Context: an optimization exercise on an open-source flow, tuned for small area, a short achievable clock period and few clock cycles per item. The choices shown serve that exercise and are no tape-out recipe.
The RTL was checked by simulation tests, not by an equivalence proof against the original design.

**flow/design.v**
```verilog
module gbq_fmul_a (
    input  wire [31:0] a,
    input  wire [31:0] b,
    output wire [69:0] m
);
    wire       sa = a[31];
    wire       sb = b[31];
    wire [7:0] ea = a[30:23];
    wire [7:0] eb = b[30:23];
    wire [22:0] fa = a[22:0];
    wire [22:0] fb = b[22:0];
    wire a_nan  = (ea == 8'hFF) && (fa != 0);
    wire b_nan  = (eb == 8'hFF) && (fb != 0);
    wire a_inf  = (ea == 8'hFF) && (fa == 0);
    wire b_inf  = (eb == 8'hFF) && (fb == 0);
    wire a_zero = (ea == 8'h00) && (fa == 0);
    wire b_zero = (eb == 8'h00) && (fb == 0);
    wire [1:0] cls = (a_nan || b_nan || (a_inf && b_zero) || (a_zero && b_inf)) ? 2'd1
                   : (a_inf || b_inf) ? 2'd2
                   : (a_zero || b_zero) ? 2'd3 : 2'd0;
    wire [23:0] ma = {(ea != 0), fa};
    wire [23:0] mb = {(eb != 0), fb};
    function automatic [4:0] lzc24(input [23:0] v);
        integer i;
        begin
            lzc24 = 5'd24;
            for (i = 0; i < 24; i = i + 1)
                if (v[i]) lzc24 = 5'd23 - i[4:0];
        end
    endfunction
    function automatic [4:0] tzc24(input [23:0] v);
        integer i;
        begin
            tzc24 = 5'd24;
            for (i = 23; i >= 0; i = i - 1)
                if (v[i]) tzc24 = i[4:0];
        end
    endfunction
    wire [5:0] lz  = {1'b0, lzc24(ma)} + {1'b0, lzc24(mb)};
    wire [5:0] tzp = {1'b0, tzc24(ma)} + {1'b0, tzc24(mb)};
    wire [47:0] p;
    gbq_mul24 u_m (.a(ma), .b(mb), .p(p));
    wire [8:0]         eab = {1'b0, (ea == 0) ? 8'd1 : ea} + {1'b0, (eb == 0) ? 8'd1 : eb};
    wire signed [10:0] e47 = $signed({2'b00, eab}) - $signed({5'b0, lz}) - 11'sd126;
    wire               sub = e47 <= 11'sd1;
    wire signed [10:0] ssub = 11'sd151 - $signed({2'b00, eab});
    wire [5:0]         a0  = sub ? ((ssub > 11'sd50) ? 6'd50 : ssub[5:0]) : (6'd23 - lz);
    wire               ovf_t = e47 >= 11'sd255;
    wire               ovf_n = e47 >= 11'sd256;
    wire               st_t = tzp < a0;
    wire               st_n = {1'b0, tzp} < ({1'b0, a0} - 7'd1) && a0 != 6'd0;
    assign m = {sa ^ sb, cls, sub, ovf_t, ovf_n, st_t, st_n, e47[7:0], a0, p};
endmodule
module gbq_fmul_b (
    input  wire [69:0] m,
    output reg  [31:0] y
);
    wire        sy    = m[69];
    wire [1:0]  cls   = m[68:67];
    wire        sub   = m[66];
    wire        ovf_t = m[65];
    wire        ovf_n = m[64];
    wire        st_t  = m[63];
    wire        st_n  = m[62];
    wire [7:0]  e_t   = m[61:54];
    wire [5:0]  a0    = m[53:48];
    wire [47:0] p     = m[47:0];
    wire [48:0] t = {p, 1'b0} >> a0;
    wire        top = t[25];
    wire [7:0]  e_n = e_t - 8'd1;
    reg [23:0] r;
    reg        guard, sticky, inc, ovf;
    reg [30:0] mag0;
    wire [30:0] mag;
    gbq_padd #(31) u_inc (.a(mag0), .b(31'd0), .cin(inc), .s(mag));
    always @(*) begin
        if (top) begin
            r = t[25:2]; guard = t[1]; sticky = st_t; ovf = ovf_t;
        end else begin
            r = t[24:1]; guard = t[0]; sticky = st_n; ovf = ovf_n;
        end
        inc = guard & (sticky | r[0]);
        if (sub) mag0 = {7'd0, r};
        else     mag0 = {(top ? e_t : e_n), r[22:0]};
        case (cls)
            2'd1: y = 32'h7FC00000;
            2'd2: y = {sy, 8'hFF, 23'd0};
            2'd3: y = {sy, 31'd0};
            default: y = (!sub && ovf) ? {sy, 8'hFF, 23'd0} : {sy, mag};
        endcase
    end
endmodule
module gbq_fmul (
    input  wire [31:0] a,
    input  wire [31:0] b,
    output wire [31:0] y
);
    wire [69:0] m;
    gbq_fmul_a u_a (.a(a), .b(b), .m(m));
    gbq_fmul_b u_b (.m(m), .y(y));
endmodule
module gbq_mul24cs (
    input  wire [23:0] a,
    input  wire [23:0] b,
    output wire [47:0] s,
    output wire [47:0] c
);
    wire [26:0] bx = {2'b00, b, 1'b0};
    wire [25:0] row [0:12];
    wire [12:0] neg;
    genvar i;
    generate
        for (i = 0; i < 13; i = i + 1) begin : g_row
            wire b2 = bx[2*i+2];
            wire b1 = bx[2*i+1];
            wire b0 = bx[2*i];
            wire one = b1 ^ b0;
            wire two = (b2 & ~b1 & ~b0) | (~b2 & b1 & b0);
            wire [24:0] mag = ({25{one}} & {1'b0, a}) | ({25{two}} & {a, 1'b0});
            assign neg[i] = b2;
            assign row[i] = {~b2, mag ^ {25{b2}}};
        end
    endgenerate
    wire [47:0] r [0:13];
    assign r[0] = {22'd0, row[0]};
    generate
        for (i = 1; i < 13; i = i + 1) begin : g_pos
            wire [49:0] w = {row[i], 1'b0, neg[i-1]} << (2*i - 2);
            assign r[i] = w[47:0];
        end
    endgenerate
    assign r[13] = 48'h555556000000 | ({47'd0, neg[12]} << 24);
    function automatic [95:0] csa(input [47:0] x, input [47:0] y, input [47:0] z);
        csa = {x ^ y ^ z, ((x & y) | (x & z) | (y & z)) << 1};
    endfunction
    wire [47:0] l1 [0:9];
    assign {l1[0], l1[1]} = csa(r[0], r[1], r[2]);
    assign {l1[2], l1[3]} = csa(r[3], r[4], r[5]);
    assign {l1[4], l1[5]} = csa(r[6], r[7], r[8]);
    assign {l1[6], l1[7]} = csa(r[9], r[10], r[11]);
    assign l1[8] = r[12];
    assign l1[9] = r[13];
    wire [47:0] l2 [0:6];
    assign {l2[0], l2[1]} = csa(l1[0], l1[1], l1[2]);
    assign {l2[2], l2[3]} = csa(l1[3], l1[4], l1[5]);
    assign {l2[4], l2[5]} = csa(l1[6], l1[7], l1[8]);
    assign l2[6] = l1[9];
    wire [47:0] l3 [0:4];
    assign {l3[0], l3[1]} = csa(l2[0], l2[1], l2[2]);
    assign {l3[2], l3[3]} = csa(l2[3], l2[4], l2[5]);
    assign l3[4] = l2[6];
    wire [47:0] l4 [0:3];
    assign {l4[0], l4[1]} = csa(l3[0], l3[1], l3[2]);
    assign l4[2] = l3[3];
    assign l4[3] = l3[4];
    wire [47:0] l5 [0:2];
    assign {l5[0], l5[1]} = csa(l4[0], l4[1], l4[2]);
    assign l5[2] = l4[3];
    assign {s, c} = csa(l5[0], l5[1], l5[2]);
endmodule
module gbq_mul24 (
    input  wire [23:0] a,
    input  wire [23:0] b,
    output wire [47:0] p
);
    wire [47:0] s, c;
    gbq_mul24cs u_cs (.a(a), .b(b), .s(s), .c(c));
    gbq_padd #(48) u_cpa (.a(s), .b(c), .cin(1'b0), .s(p));
endmodule
module gbq_fadd (
    input  wire [31:0] a,
    input  wire [31:0] b,
    input  wire        sub,
    output reg  [31:0] y
);
    wire        sa = a[31];
    wire        sb = b[31] ^ sub;
    wire [7:0]  ea = a[30:23];
    wire [7:0]  eb = b[30:23];
    wire [22:0] fa = a[22:0];
    wire [22:0] fb = b[22:0];
    wire a_nan = (ea == 8'hFF) && (fa != 0);
    wire b_nan = (eb == 8'hFF) && (fb != 0);
    wire a_inf = (ea == 8'hFF) && (fa == 0);
    wire b_inf = (eb == 8'hFF) && (fb == 0);
    wire esub  = sa ^ sb;
    wire same  = a[30:0] == b[30:0];
    wire zero2 = (a[30:0] == 31'd0) && (b[30:0] == 31'd0);
    wire [7:0]  eau = (ea == 0) ? 8'd1 : ea;
    wire [7:0]  ebu = (eb == 0) ? 8'd1 : eb;
    wire [23:0] ma  = {(ea != 0), fa};
    wire [23:0] mb  = {(eb != 0), fb};
    wire [8:0]  dab, dba;
    gbq_padd #(9) u_dab (.a({1'b0, eau}), .b(~{1'b0, ebu}), .cin(1'b1), .s(dab));
    gbq_padd #(9) u_dba (.a({1'b0, ebu}), .b(~{1'b0, eau}), .cin(1'b1), .s(dba));
    wire        age = ~dab[8];                        
    function automatic [4:0] tzc24(input [23:0] v);
        integer i;
        begin
            tzc24 = 5'd24;
            for (i = 23; i >= 0; i = i - 1)
                if (v[i]) tzc24 = i[4:0];
        end
    endfunction
    function automatic [4:0] lzc25(input [24:0] v);
        integer i;
        begin
            lzc25 = 5'd25;
            for (i = 0; i < 25; i = i + 1)
                if (v[i]) lzc25 = 5'd24 - i[4:0];
        end
    endfunction
    wire        sx  = age ? sa : sb;
    wire [7:0]  exu = age ? eau : ebu;
    wire [23:0] mx  = age ? ma : mb;
    wire [23:0] my  = age ? mb : ma;
    wire [7:0]  d   = age ? dab[7:0] : dba[7:0];
    wire [4:0]  tza = tzc24(ma);
    wire [4:0]  tzb = tzc24(mb);
    wire [4:0]  tzy = age ? tzb : tza;
    wire        yz  = age ? (mb == 24'd0) : (ma == 24'd0);
    wire        big = d > 8'd26;
    wire [26:0] my_al = big ? 27'd0 : ({my, 3'b000} >> d[4:0]);
    wire        st  = big ? ~yz : ({1'b0, d[4:0]} > ({1'b0, tzy} + 6'd3));
    wire [26:0] my_sh = {my_al[26:1], my_al[0] | st};
    wire [27:0] s;
    gbq_padd #(28) u_s (.a({1'b0, mx, 3'b000}), .b({1'b0, my_sh} ^ {28{esub}}), .cin(esub), .s(s));
    reg  [26:0] m;
    reg  [8:0]  e;
    reg         inc;
    always @(*) begin
        if (s[27]) begin
            m = {s[27:2], s[1] | s[0]};
            e = {1'b0, exu} + 9'd1;
        end else if (s[26] || exu == 8'd1) begin
            m = s[26:0];
            e = {1'b0, exu};
        end else begin
            m = {s[25:0], 1'b0};
            e = {1'b0, exu} - 9'd1;
        end
        inc     = m[2] & ((m[1] | m[0]) | m[3]);
    end
    wire [30:0] far_mag;
    gbq_padd #(31) u_r (.a({(m[26] ? e[7:0] : 8'd0), m[25:3]}), .b(31'd0), .cin(inc), .s(far_mag));
    wire far_ovf = e[8] | (e[7:0] == 8'hFF);
    wire        d0  = dab == 9'd0;
    wire [24:0] da, db;
    gbq_padd #(25) u_da (.a({ma, 1'b0}), .b(~(d0 ? {mb, 1'b0} : {1'b0, mb})), .cin(1'b1), .s(da));
    gbq_padd #(25) u_db (.a({mb, 1'b0}), .b(~(d0 ? {ma, 1'b0} : {1'b0, ma})), .cin(1'b1), .s(db));
    wire        bna = d0 ? (mb > ma) : ~age;          
    wire [24:0] df  = bna ? db : da;
    wire        sn  = bna ? sb : sa;
    wire [4:0]  lz  = lzc25(df);
    wire [7:0]  lim = exu - 8'd1;                     
    wire [4:0]  shn = ({3'b000, lz} > lim) ? lim[4:0] : lz;
    wire [24:0] nn  = df << shn;
    wire [7:0]  en  = exu - {3'b000, shn};
    wire [30:0] near_mag = {(nn[24] ? en : 8'd0), nn[23:1]};
    wire near_ok = (dab == 9'd0) || (dab == 9'd1) || (dba == 9'd1);
    wire use_near = esub && near_ok && (d0 || !df[24]);
    always @(*) begin
        if (a_nan || b_nan || (a_inf && b_inf && (sa != sb)))
            y = 32'h7FC00000;
        else if (a_inf)
            y = {sa, 8'hFF, 23'd0};
        else if (b_inf)
            y = {sb, 8'hFF, 23'd0};
        else if ((same && esub) || zero2)
            y = {sa & sb, 31'd0};
        else if (use_near)
            y = {sn, near_mag};
        else if (far_ovf)
            y = {sx, 8'hFF, 23'd0};
        else
            y = {sx, far_mag};
    end
endmodule
module gbq_padd #(parameter W = 8) (
    input  wire [W-1:0] a,
    input  wire [W-1:0] b,
    input  wire         cin,
    output wire [W-1:0] s
);
    function integer levels(input integer n);
        integer k;
        begin
            levels = 0;
            for (k = 1; k < n; k = k * 2) levels = levels + 1;
        end
    endfunction
    localparam L = levels(W + 1);
    wire [W:0] g [0:L];
    wire [W:0] p [0:L];
    assign g[0] = {a & b, cin};
    assign p[0] = {a ^ b, 1'b0};
    genvar l, i;
    generate
        for (l = 0; l < L; l = l + 1) begin : g_lvl
            for (i = 0; i <= W; i = i + 1) begin : g_bit
                if (i >= (1 << l)) begin : g_op
                    assign g[l+1][i] = g[l][i] | (p[l][i] & g[l][i - (1 << l)]);
                    assign p[l+1][i] = p[l][i] & p[l][i - (1 << l)];
                end else begin : g_cp
                    assign g[l+1][i] = g[l][i];
                    assign p[l+1][i] = p[l][i];
                end
            end
        end
    endgenerate
    assign s = p[0][W:1] ^ g[L][W-1:0];
endmodule
module gbq_core (
    input  wire        clk,
    input  wire        rst,
    input  wire        cmd_valid,
    output wire        cmd_ready,
    input  wire [2:0]  cmd_op,
    input  wire [3:0]  cmd_addr,
    input  wire [31:0] cmd_data,
    output reg         res_valid,
    output reg  [31:0] res_data
);
    localparam OP_PROCESS = 3'd0;
    localparam OP_BQAPPLY = 3'd1;
    localparam OP_SAHSTEP = 3'd2;
    localparam OP_WRITE   = 3'd3;
    localparam OP_PREPARE = 3'd4;
    localparam OP_REBUILD = 3'd5;
    localparam [31:0] ONE   = 32'h3F800000;
    localparam [31:0] NZERO = 32'h80000000;
    localparam [31:0] ATTEN = 32'h3F333333;
    integer k;
    reg        rdy;
    reg        v0;
    reg [2:0]  op0;
    reg [3:0]  a0;
    reg [31:0] d0;
    assign cmd_ready = rdy;
    wire take = cmd_valid & rdy;
    function automatic is_filt(input [2:0] op);
        is_filt = (op == OP_PROCESS) || (op == OP_BQAPPLY);
    endfunction
    reg [21:1] sv;      
    reg [21:1] sp;      
    reg [21:1] sr;      
    reg [18:1] sw;      
    reg [9:1]  sf;      
    reg [9:1]  spr;     
    reg [3:1]  sfc;     
    reg [5:4]  sng;     
    reg [3:0]  si [1:18];
    function automatic hz(input vv, input fc, input pr, input [1:0] c, input [1:0] c0);
        hz = vv & ((fc & (c == c0)) | pr);
    endfunction
    wire blocked = v0 & is_filt(op0) &
                   (hz(sv[1], sfc[1], spr[1], si[1][1:0], a0[1:0]) |
                    hz(sv[2], sfc[2], spr[2], si[2][1:0], a0[1:0]) |
                    hz(sv[3], sfc[3], spr[3], si[3][1:0], a0[1:0]));
    wire adv = v0 & ~blocked;
    wire        v0n  = take | (v0 & blocked);
    wire [2:0]  op0n = take ? cmd_op : op0;
    wire [1:0]  c0n  = take ? cmd_addr[1:0] : a0[1:0];
    wire        blocked_n = v0n & is_filt(op0n) &
                   (hz(adv, is_filt(op0), op0 == OP_PREPARE, a0[1:0], c0n) |
                    hz(sv[1], sfc[1], spr[1], si[1][1:0], c0n) |
                    hz(sv[2], sfc[2], spr[2], si[2][1:0], c0n));
    always @(posedge clk) begin
        if (rst) begin
            rdy <= 1'b1;
            v0  <= 1'b0;
        end else begin
            rdy <= ~blocked_n;
            v0  <= v0n;
        end
        if (take) begin
            op0 <= cmd_op;
            a0  <= cmd_addr;
            d0  <= cmd_data;
        end
    end
    reg [31:0] divider;
    reg        bq_valid;
    reg [31:0] in_gain, dry_abs;
    reg        dry_neg;
    reg [31:0] c0r, c1r, c2r, c3r, c4r;
    reg [31:0] fblend, nfb;    
    reg [31:0] nda;            
    reg [31:0] out_level;
    reg [31:0] x1 [0:3];
    reg [31:0] x2 [0:3];
    reg [31:0] y1 [0:3];
    reg [31:0] y2 [0:3];
    reg [31:0] hold [0:3];
    reg [31:0] cnt  [0:3];
    always @(posedge clk) begin
        if (rst) sv <= 21'd0;
        else     sv <= {sv[20:1], adv & (op0 <= OP_REBUILD)};
        sp  <= {sp[20:1], op0 == OP_PROCESS};
        sr  <= {sr[20:1], op0 <= OP_SAHSTEP};
        sw  <= {sw[17:1], op0 == OP_WRITE};
        sf  <= {sf[8:1], is_filt(op0) & bq_valid};
        spr <= {spr[8:1], op0 == OP_PREPARE};
        sfc <= {sfc[2:1], is_filt(op0)};
        sng <= {sng[4], sw[3] & ((si[3] == 4'd3) | (si[3] == 4'd5))};
        si[1] <= a0;
        for (k = 2; k <= 18; k = k + 1) si[k] <= si[k-1];
    end
    wire        s0_sah   = (op0 == OP_PROCESS) || (op0 == OP_SAHSTEP);
    wire [1:0]  ch0      = a0[1:0];
    wire [31:0] cnt_inc  = cnt[ch0] + 32'd1;
    wire        sah_latch = cnt_inc >= divider;
    wire [31:0] s_val    = (s0_sah & ~sah_latch) ? hold[ch0] : d0;
    reg [31:0] s1, xd1;    
    reg [31:0] gb1, da1, db1;
    always @(posedge clk) begin
        if (rst) begin
            divider  <= 32'd0;
            bq_valid <= 1'b0;
            in_gain  <= 32'd0;
            dry_abs  <= 32'd0;
            dry_neg  <= 1'b0;
            for (k = 0; k < 4; k = k + 1) begin
                hold[k] <= 32'd0;
                cnt[k]  <= 32'd0;
            end
        end else if (adv) begin
            if (s0_sah) begin
                cnt[ch0] <= sah_latch ? 32'd0 : cnt_inc;
                if (sah_latch) hold[ch0] <= d0;
            end
            if (op0 == OP_WRITE && a0 == 4'd0) divider <= d0;
            if (op0 == OP_WRITE && a0 == 4'd1) in_gain <= d0;
            if (op0 == OP_WRITE && a0 == 4'd3) dry_abs <= d0;
            if (op0 == OP_WRITE && a0 == 4'd4) dry_neg <= d0[31];
            if (op0 == OP_PREPARE) begin
                bq_valid <= 1'b0;
                for (k = 0; k < 4; k = k + 1) begin
                    hold[k] <= 32'd0;
                    cnt[k]  <= 32'd0;
                end
            end
            if (op0 == OP_REBUILD) bq_valid <= 1'b1;
        end
        s1  <= s_val;
        xd1 <= d0;
        gb1 <= (op0 == OP_PROCESS) ? in_gain : ONE;
        da1 <= (op0 == OP_PROCESS) ? {d0[31] ^ dry_neg, d0[30:0]} : NZERO;
        db1 <= (op0 == OP_PROCESS) ? dry_abs : 32'd0;
    end
    wire [69:0] m_g, m_dp;
    gbq_fmul_a u_g  (.a(s1), .b(gb1), .m(m_g));
    gbq_fmul_a u_dp (.a(da1), .b(db1), .m(m_dp));
    reg [69:0] g2, dp2;
    reg [31:0] xd2;
    always @(posedge clk) begin
        g2  <= m_g;
        dp2 <= m_dp;
        xd2 <= xd1;
    end
    wire [31:0] b_g, b_dp;
    gbq_fmul_b u_gb  (.m(g2),  .y(b_g));
    gbq_fmul_b u_dpb (.m(dp2), .y(b_dp));
    wire [1:0]  ch2 = si[2][1:0];
    wire        f2  = sf[2];
    wire        ng2 = sw[2] & ((si[2] == 4'd3) | (si[2] == 4'd5));
    reg [31:0] g3, dp3;
    reg [31:0] p0a3, p1a3, p1b3, p2a3, p2b3;
    always @(posedge clk) begin
        if (rst) begin
            c0r <= 32'd0; c1r <= 32'd0; c2r <= 32'd0;
        end else if (sv[2] & sw[2]) begin
            if (si[2] == 4'd6) c0r <= xd2;
            if (si[2] == 4'd7) c1r <= xd2;
            if (si[2] == 4'd8) c2r <= xd2;
        end
        g3  <= b_g;
        dp3 <= b_dp;
        p0a3 <= f2 ? c0r : ONE;
        p1a3 <= f2 ? c1r : (ng2 ? ONE : NZERO);
        p1b3 <= f2 ? x1[ch2] : (ng2 ? ONE : 32'd0);
        p2a3 <= f2 ? c2r : NZERO;
        p2b3 <= f2 ? x2[ch2] : 32'd0;
    end
    wire [1:0]  ch3 = si[3][1:0];
    wire        f3  = sf[3];
    wire [69:0] m_p0, m_p1, m_p2;
    gbq_fmul_a u_p0 (.a(p0a3), .b(g3), .m(m_p0));
    gbq_fmul_a u_p1 (.a(p1a3), .b(p1b3), .m(m_p1));
    gbq_fmul_a u_p2 (.a(p2a3), .b(p2b3), .m(m_p2));
    reg [69:0] p0_4, p1_4, p2_4;
    reg [31:0] g4, dp4;
    always @(posedge clk) begin
        if (rst) begin
            for (k = 0; k < 4; k = k + 1) begin
                x1[k] <= 32'd0;
                x2[k] <= 32'd0;
            end
        end else if (sv[3]) begin
            if (f3) begin
                x1[ch3] <= g3;
                x2[ch3] <= x1[ch3];
            end
            if (spr[3]) begin
                for (k = 0; k < 4; k = k + 1) begin
                    x1[k] <= 32'd0;
                    x2[k] <= 32'd0;
                end
            end
        end
        p0_4 <= m_p0; p1_4 <= m_p1; p2_4 <= m_p2;
        g4 <= g3; dp4 <= dp3;
    end
    wire [31:0] b_p0, b_p1, b_p2;
    gbq_fmul_b u_p0b (.m(p0_4), .y(b_p0));
    gbq_fmul_b u_p1b (.m(p1_4), .y(b_p1));
    gbq_fmul_b u_p2b (.m(p2_4), .y(b_p2));
    reg [31:0] p0_5, p1_5, p2_5, g5, dp5;
    always @(posedge clk) begin
        p0_5 <= {b_p0[31] ^ sng[4], b_p0[30:0]};
        p1_5 <= b_p1; p2_5 <= b_p2;
        g5 <= g4; dp5 <= dp4;
    end
    wire [31:0] s_a1;
    gbq_fadd u_a1 (.a(p0_5), .b(p1_5), .sub(1'b0), .y(s_a1));
    wire [1:0]  ch5 = si[5][1:0];
    wire [1:0]  ch9 = si[9][1:0];
    wire [31:0] s_y;
    wire        fw_y  = sv[9] & sf[9] & (ch9 == ch5);
    wire        fw_pr = sv[9] & spr[9];
    reg [31:0] a1_6, p2_6, g6, dp6, p3a6, p3b6;
    always @(posedge clk) begin
        if (rst) c3r <= 32'd0;
        else if (sv[5] & sw[5] & (si[5] == 4'd9)) c3r <= p0_5;
        a1_6 <= s_a1; p2_6 <= p2_5; g6 <= g5; dp6 <= dp5;
        p3a6 <= sf[5] ? c3r : 32'd0;
        p3b6 <= (sf[5] & ~fw_pr) ? (fw_y ? s_y : y1[ch5]) : 32'd0;
    end
    wire [1:0]  ch6 = si[6][1:0];
    wire        f6  = sf[6];
    wire [31:0] s_a2;
    wire [69:0] m_p3;
    gbq_fadd   u_a2 (.a(a1_6), .b(p2_6), .sub(1'b0), .y(s_a2));
    gbq_fmul_a u_p3 (.a(p3a6), .b(p3b6), .m(m_p3));
    reg [31:0] a2_7, g7, dp7, p4a7, p4b7;
    reg [69:0] p3_7;
    always @(posedge clk) begin
        if (rst) c4r <= 32'd0;
        else if (sv[6] & sw[6] & (si[6] == 4'd10)) c4r <= a1_6;
        a2_7 <= s_a2; p3_7 <= m_p3; g7 <= g6; dp7 <= dp6;
        p4a7 <= f6 ? c4r : 32'd0;
        p4b7 <= f6 ? y2[ch6] : 32'd0;
    end
    wire [31:0] b_p3;
    wire [69:0] m_p4;
    gbq_fmul_b u_p3b (.m(p3_7), .y(b_p3));
    gbq_fmul_a u_p4  (.a(p4a7), .b(p4b7), .m(m_p4));
    reg [31:0] a2_8, p3_8, g8, dp8;
    reg [69:0] p4_8;
    always @(posedge clk) begin
        a2_8 <= a2_7; p3_8 <= b_p3; p4_8 <= m_p4; g8 <= g7; dp8 <= dp7;
    end
    wire [31:0] s_a3, b_p4;
    gbq_fadd   u_a3  (.a(a2_8), .b(p3_8), .sub(1'b1), .y(s_a3));
    gbq_fmul_b u_p4b (.m(p4_8), .y(b_p4));
    reg [31:0] a3_9, p4_9, g9, dp9;
    always @(posedge clk) begin
        a3_9 <= s_a3; p4_9 <= b_p4; g9 <= g8; dp9 <= dp8;
    end
    gbq_fadd u_y (.a(a3_9), .b(p4_9), .sub(1'b1), .y(s_y));
    reg [31:0] f10, dp10, fbb10, gna10, gnb10;
    always @(posedge clk) begin
        if (rst) begin
            fblend <= 32'd0;
            nfb    <= ONE;
        end else if (sv[9] & sw[9] & (si[9] == 4'd5)) begin
            fblend <= g9;
            nfb    <= a3_9;
        end
        fbb10 <= sp[9] ? fblend : ONE;
        gna10 <= sp[9] ? g9 : NZERO;
        gnb10 <= sp[9] ? nfb : 32'd0;
        if (rst) begin
            for (k = 0; k < 4; k = k + 1) begin
                y1[k] <= 32'd0;
                y2[k] <= 32'd0;
            end
        end else if (sv[9]) begin
            if (sf[9]) begin
                y1[ch9] <= s_y;
                y2[ch9] <= y1[ch9];
            end
            if (spr[9]) begin
                for (k = 0; k < 4; k = k + 1) begin
                    y1[k] <= 32'd0;
                    y2[k] <= 32'd0;
                end
            end
        end
        f10 <= s_y; dp10 <= dp9;
    end
    wire [69:0] m_fb, m_gn;
    gbq_fmul_a u_fb (.a(f10), .b(fbb10), .m(m_fb));
    gbq_fmul_a u_gn (.a(gna10), .b(gnb10), .m(m_gn));
    reg [69:0] fb11, gn11;
    reg [31:0] dp11;
    always @(posedge clk) begin
        fb11 <= m_fb; gn11 <= m_gn; dp11 <= dp10;
    end
    wire [31:0] b_fb, b_gn;
    gbq_fmul_b u_fbb (.m(fb11), .y(b_fb));
    gbq_fmul_b u_gnb (.m(gn11), .y(b_gn));
    reg [31:0] fb12, gn12, dp12;
    always @(posedge clk) begin
        fb12 <= b_fb; gn12 <= b_gn; dp12 <= dp11;
    end
    wire [31:0] s_v0, h_v;
    gbq_fadd u_v  (.a(fb12), .b(gn12), .sub(1'b0), .y(s_v0));
    reg [31:0] v13, dp13;
    always @(posedge clk) begin
        v13 <= s_v0; dp13 <= dp12;
    end
    gbq_half u_hv (.a(v13), .y(h_v));
    reg [31:0] v14, dp14, vnb14;
    always @(posedge clk) begin
        if (rst) nda <= ONE;
        else if (sv[13] & sw[13] & (si[13] == 4'd3)) nda <= v13;
        v14 <= sp[13] ? h_v : v13; dp14 <= dp13;
        vnb14 <= sp[13] ? nda : ONE;
    end
    wire [69:0] m_vn;
    gbq_fmul_a u_vn (.a(v14), .b(vnb14), .m(m_vn));
    reg [69:0] vn15;
    reg [31:0] dp15;
    always @(posedge clk) begin
        vn15 <= m_vn; dp15 <= dp14;
    end
    wire [31:0] b_vn;
    gbq_fmul_b u_vnb (.m(vn15), .y(b_vn));
    reg [31:0] vn16, dp16;
    always @(posedge clk) begin
        vn16 <= b_vn; dp16 <= dp15;
    end
    wire [31:0] s_d0, h_d;
    gbq_fadd u_d (.a(dp16), .b(vn16), .sub(1'b0), .y(s_d0));
    reg [31:0] d17;
    always @(posedge clk) d17 <= s_d0;
    gbq_half u_hd (.a(d17), .y(h_d));
    reg [31:0] d18, o1b18;
    always @(posedge clk) begin
        if (rst) out_level <= 32'd0;
        else if (sv[17] & sw[17] & (si[17] == 4'd2)) out_level <= d17;
        d18 <= sp[17] ? h_d : d17;
        o1b18 <= sp[17] ? out_level : ONE;
    end
    wire [69:0] m_o1;
    gbq_fmul_a u_o1 (.a(d18), .b(o1b18), .m(m_o1));
    reg [69:0] o1_19;
    always @(posedge clk) o1_19 <= m_o1;
    wire [31:0] b_o1;
    gbq_fmul_b u_o1b (.m(o1_19), .y(b_o1));
    reg [31:0] o1_20;
    always @(posedge clk) o1_20 <= b_o1;
    wire [69:0] m_o;
    gbq_fmul_a u_o (.a(o1_20), .b(ATTEN), .m(m_o));
    reg [69:0] o21;
    reg [31:0] o1_21;
    always @(posedge clk) begin
        o21 <= m_o;
        o1_21 <= o1_20;
    end
    wire [31:0] b_o;
    gbq_fmul_b u_ob (.m(o21), .y(b_o));
    wire        o_big   = (b_o[30:0] > ONE[30:0]) && (b_o[30:0] <= 31'h7F800000);
    wire [31:0] clamped = o_big ? {b_o[31], ONE[30:0]} : b_o;
    always @(posedge clk) begin
        res_valid <= rst ? 1'b0 : (sv[21] & sr[21]);
        res_data  <= sp[21] ? clamped : o1_21;
    end
endmodule
module gbq_half (
    input  wire [31:0] a,
    output wire [31:0] y
);
    wire [7:0]  e = a[30:23];
    wire [23:0] m = {(e != 8'd0), a[22:0]};
    wire        lo = (e == 8'd0) || (e == 8'd1);
    wire [30:0] mag_lo = {8'd0, m[23:1]} + {30'd0, m[0] & m[1]};
    assign y = (e == 8'hFF) ? ((a[22:0] != 23'd0) ? 32'h7FC00000 : a)
             : lo ? {a[31], mag_lo}
             : {a[31], e - 8'd1, a[22:0]};
endmodule
```
**flow/flow/run.sh**
```bash
#!/bin/bash
set -uo pipefail
export SETUP_SLACK_MARGIN=14.5
bash standard.sh > standard.log 2>&1
```
**flow/standard.sh**
```bash
#!/bin/bash
# synth_recipe.tcl (not shown) runs the flow's synth.tcl, then flattens the netlist and writes it again
# the make line also repeats each setting of config.mk as NAME=value (left out here)
make -C /OpenROAD-flow-scripts/flow DESIGN_CONFIG=/design/flow/config.mk WORK_HOME=/design/flow/orfs CLKGATE_MAP_FILE= SYNTH_SCRIPT=/design/flow/synth_recipe.tcl "${@:-finish}"
```
**flow/config.mk**
```make
export PLATFORM = sky130hd
export DESIGN_NAME = gbq_core
export DESIGN_NICKNAME = gbq_core
export VERILOG_FILES = /design/flow/design.v
export SDC_FILE = /design/flow/constraint.sdc
export NUM_CORES = 4
export LEC_CHECK = 0
export ABC_AREA = 1
export CAP_MARGIN = 20
export CELL_PAD_IN_SITES_DETAIL_PLACEMENT = 1
export CORE_MARGIN = 2
export CORE_UTILIZATION = 30
export PLACE_DENSITY = 0.4
export SLEW_MARGIN = 20
```
**flow/constraint.sdc**
```tcl
create_clock -name core_clock -period 22.0 [get_ports {clk}]
set_input_delay 4.4000 -clock core_clock [delete_from_list [all_inputs] [get_ports {clk}]]
set_output_delay 4.4000 -clock core_clock [all_outputs]
set_load 0.01 [all_outputs]
```
==> impl_metrics.ini <==
[place]
routabilityCongestion = 0.896
io_buffers = 75
dp_hpwl_um = 1430000
dp_worst_setup_slack_ns = 9.95

[cts]
cts_tree = done
cts.htree.levels = 6
clock_latency_ns = 1.23
clk_transition_reported_paths_ns = 0.06
max-clock-path-buffers = 5
cts.hold.buffers_added = 0
cts_num_sinks = 4190
root_buffer = clkbuf_16
cts_made_buffers = 549

[timing]
whs_ns = 0.262
max_freq_mhz = 115
period_share = 0.395
hold_viol_final = 0
slew_violations = 0
skew_ns = 0.118
finalCriticalPeriod_ns = 8.69
setup_viol = 0
worst_slew_pin_slew_ns = 1.27
slew_headroom = 0.151
fin_setup_tns_ns = 0
grt_setup_unrepaired = yes
fin_ws_ns = 13.31

[worst_setup_path]
r2r_start = dp16[30]
critical-path-slowest-cell = ha_1
r2r_cells = 69
path_max_fanout = 6
crit_path_end_kind = flip-flop
worstReg2RegEnd = d17[20]
critical_path_arrival_ns = 9.64
cp_data_required_time_ns = 22.95
critPathMaxStageDelay_ns = 0.38
cp-start-kind = flip-flop
cpMostUsedCell = nand2_1
rrSetupSlack_ns = 13.31
crit_type = reg -> reg

[routing]
drtIter0Drc = 33200
antenna_left = 0
avgViaCountPerCell = 5.26
dr.pass1.iters = 8
drc_errors = 0
vias = 440000
route.detailed.wl_per_inst_um = 24.4
wl_um = 2040000

[layout]
seq_area_um2 = 92800
finish.utilization = 0.380
drive_gt1_frac = 0.191
fillerInstances = 178000
area_delta_synth_final_pct = 26.3
nNetsFinal = 69800
multiInputGateArea_um2 = 339000

[floorplanning]
dieArea_um2 = 1490000
fp.dieH_um = 1220
num_rows = 447
start_util = 0.301
die_width_um = 1220
boundaryPins = 76
core-area_um2 = 1480000

[synthesis]
synth_top_cell_by_area = dfxtp_1
synth_top_area_share = 0.152
synth_nets = 67700
synthTopCellsByArea = dfxtp_1, fa_1, ha_1
syn_inst = 61300
synth_flop_cell = dfxtp_1
async_reset_ff_frac = 0
syn_area_um2 = 445000
synth_seq_cells = 4190
synth_edf_count = 804
synth.avg_cell_area_um2 = 7.26
ys_seq_area_frac = 0.207
synthDistinctLibCells = 99
yosys_warnings = 11

[global_route]
grt_util_met1 = 0.363
grt_start_max_net_pins = 77
top_usage_layer = met2
antenna_found_initial = 143
grt_pass1_wl_um = 2960000
grtUsageMet3 = 0.0344
grt_util_met2 = 0.405
first_global_vias = 444000
track_usage = 0.258
globalRoute.totalOverflow = 0

[status]
outcome = timing/DRC/antenna clean

[min_path]
min_from = dp5[29]
worst_hold_path.num_cells = 0
hp-class = reg -> reg
hold_end = dp6[29]

[flow_run]
cap_viol_max_count = 0
==> synthesized netlist by cell type (154+ instances only) <==
cell type / instances
a21oi_1: 3151
a31oi_1: 245
buf_1: 333
buf_2: 261
clkbuf_1: 2594
clkinv_1: 320
dfxtp_1: 3386
edfxtp_1: 804
fa_1: 3013
ha_1: 3364
inv_1: 8986
inv_2: 197
mux2i_1: 492
nand2_1: 10600
nand3_1: 2352
nand4_1: 398
nor2_1: 5006
nor3_1: 480
nor4_1: 204
o211ai_1: 286
o21ai_0: 4671
o21ai_1: 295
o22ai_1: 3206
or2_2: 154
xnor2_1: 496
xor2_1: 4303
==> through the flow <==
step | instance area [µm²] | instances
after global routing | 562000 | 83700
after floorplan | 446000 | 61300
after detailed placement | 467000 | 78900
final | 562000 | 83700
after global placement | 467000 | 78900
after CTS | 536000 | 82500
==> logic make-up after synthesis <==
| logic type | after synthesis | synth area share |
|---|---|---|
| XOR/XNOR | 4801 | 0.0946 |
| AND/OR/NAND/NOR | 19600 | 0.181 |
| buffers and inverters | 12800 | 0.110 |
| AO/OA/AOI/OAI | 13000 | 0.167 |
| other | 1 | 0.00000843 |
| multiplexers | 493 | 0.0111 |
| adder cells (fa/ha/maj) | 6377 | 0.230 |
| flip-flops | 4190 | 0.207 |
==> flip-flops by register name, summed over array words and instances, names as in the netlist, 68 cells and up, named ones only <==
| name | flops |
|---|---|
| o1_19 | 70 |
| gn11 | 70 |
| dp2 | 70 |
| o21 | 69 |
| x1 | 128 |
| cnt | 128 |
| g2 | 70 |
| fb11 | 70 |
| p3_7 | 70 |
| hold | 128 |
| p0_4 | 70 |
| y2 | 128 |
| p2_4 | 70 |
| si | 68 |
| vn15 | 70 |
| x2 | 128 |
| p1_4 | 70 |
| y1 | 128 |
| p4_8 | 70 |
==> how the worst max path moves through the flow <==
stage	end	startpoint	depth (start not counted)
final	d17[20]	dp16[30]	69
after global routing	d17[20]	dp16[30]	70
after CTS	v13[30]	gn12[28]	56
after detailed placement	a2_7[29]	a1_6[30]	50
after global placement	a2_7[29]	a1_6[28]	50
after floorplan	a1_6[30]	p1_5[29]	65
==> repair_timing <==
item                       4_1_cts  5_1_grt
resized for setup             6145     3792
gates cloned                   357       52
setup buffers                 2284     1051
pin swaps                     1921     2248
setup endpoints to repair      828     1028
==> layer usage <==
metal | share of wire | vias up
li1 | - | 204000
met1 | 0.46 | 220000
met2 | 0.44 | 12700
met3 | 0.060 | 3323
met4 | 0.041 | 58
met5 | 0.00019 | -
==> layout by cell type (no fill, tap or decap), types with 169 or more instances in the layout <==
cell type / synthesis / layout
a21oi_4: 2 / 222
nand3_2: 28 / 449
o22ai_1: 3206 / 2944
edfxtp_1: 804 / 804
dfxtp_4: 0 / 169
nand2_4: 12 / 290
ha_4: 0 / 488
nor3_1: 480 / 399
a21oi_1: 3151 / 2403
xor2_1: 4303 / 4112
clkbuf_16: 0 / 592
nor4_1: 204 / 175
nand3_1: 2352 / 1756
nor2_2: 61 / 357
a21oi_2: 9 / 562
o21ai_2: 31 / 357
nand2_2: 54 / 683
o22ai_2: 0 / 201
buf_12: 0 / 396
nand3_4: 2 / 187
buf_4: 37 / 3204
o211ai_1: 286 / 286
clkinv_1: 320 / 264
dfxtp_1: 3386 / 3062
nor2_4: 12 / 360
o21ai_1: 295 / 604
clkinvlp_4: 0 / 184
buf_6: 40 / 648
o21ai_0: 4671 / 3909
fa_1: 3013 / 2876
inv_1: 8986 / 8457
inv_2: 197 / 509
nand2_1: 10600 / 9668
nor2_1: 5006 / 4368
a31oi_1: 245 / 208
nand4_1: 398 / 398
mux2i_1: 492 / 489
xnor2_1: 496 / 425
ha_1: 3364 / 2803
==> critical path, delay by kind of cell, from the launching register on <==
family / cells / cell delay [ns]
AND/OR/NAND/NOR: 37 / 3.47
buffers and inverters: 16 / 1.99
AO/OA/AOI/OAI: 12 / 1.65
adder cells (fa/ha/maj): 3 / 0.73
flip-flops: 1 / 0.36
XOR/XNOR: 1 / 0.26
==> final cells by class <==
class | count | share of cell area
Multi-Input combinational cell | 44400 | 0.604
Clock inverter | 267 | 0.00614
Clock buffer | 730 | 0.0275
Timing Repair inverter | 72 | 0.000871
Inverter | 9506 | 0.0659
Timing Repair Buffer | 4656 | 0.0860
Tap cell | 19800 | 0.0440
Antenna cell | 115 | 0.000512
Sequential cell | 4190 | 0.165
Testbench counts, summed over its fixed seeds: cycles 10,755, items 9,600.

[port drivers added, routing unchanged]
Ports are ideal in the flow. The routed layout listed here was re-timed in OpenROAD.
Step 1, drivers: a clkbuf_16 drives clk and a buf_2 each remaining input, both assumed.
Step 2 times the ports against the registers' clock, not the clock port: input delays grow and output delays shrink by t, the midpoint of the rising clock arrivals with the driver on.
Slacks: ideal ports / drivers / drivers and shift; pairs: ideal ports / drivers.
shift t [ns]: 1.330
setup WS [ns]: 13.308 / 13.308 / 13.308
worst hold slack (ns): 0.262 / 0.262 / 0.262
latest minus earliest clock arrival (ns): 0.157 / 0.156
worst register clock-pin slew, ns: 0.08 / 0.08
After both steps setup and hold are still met in this run. For this run, drivers alone change the setup slack by 0.000 ns; drivers and shift together by 0.000 ns.
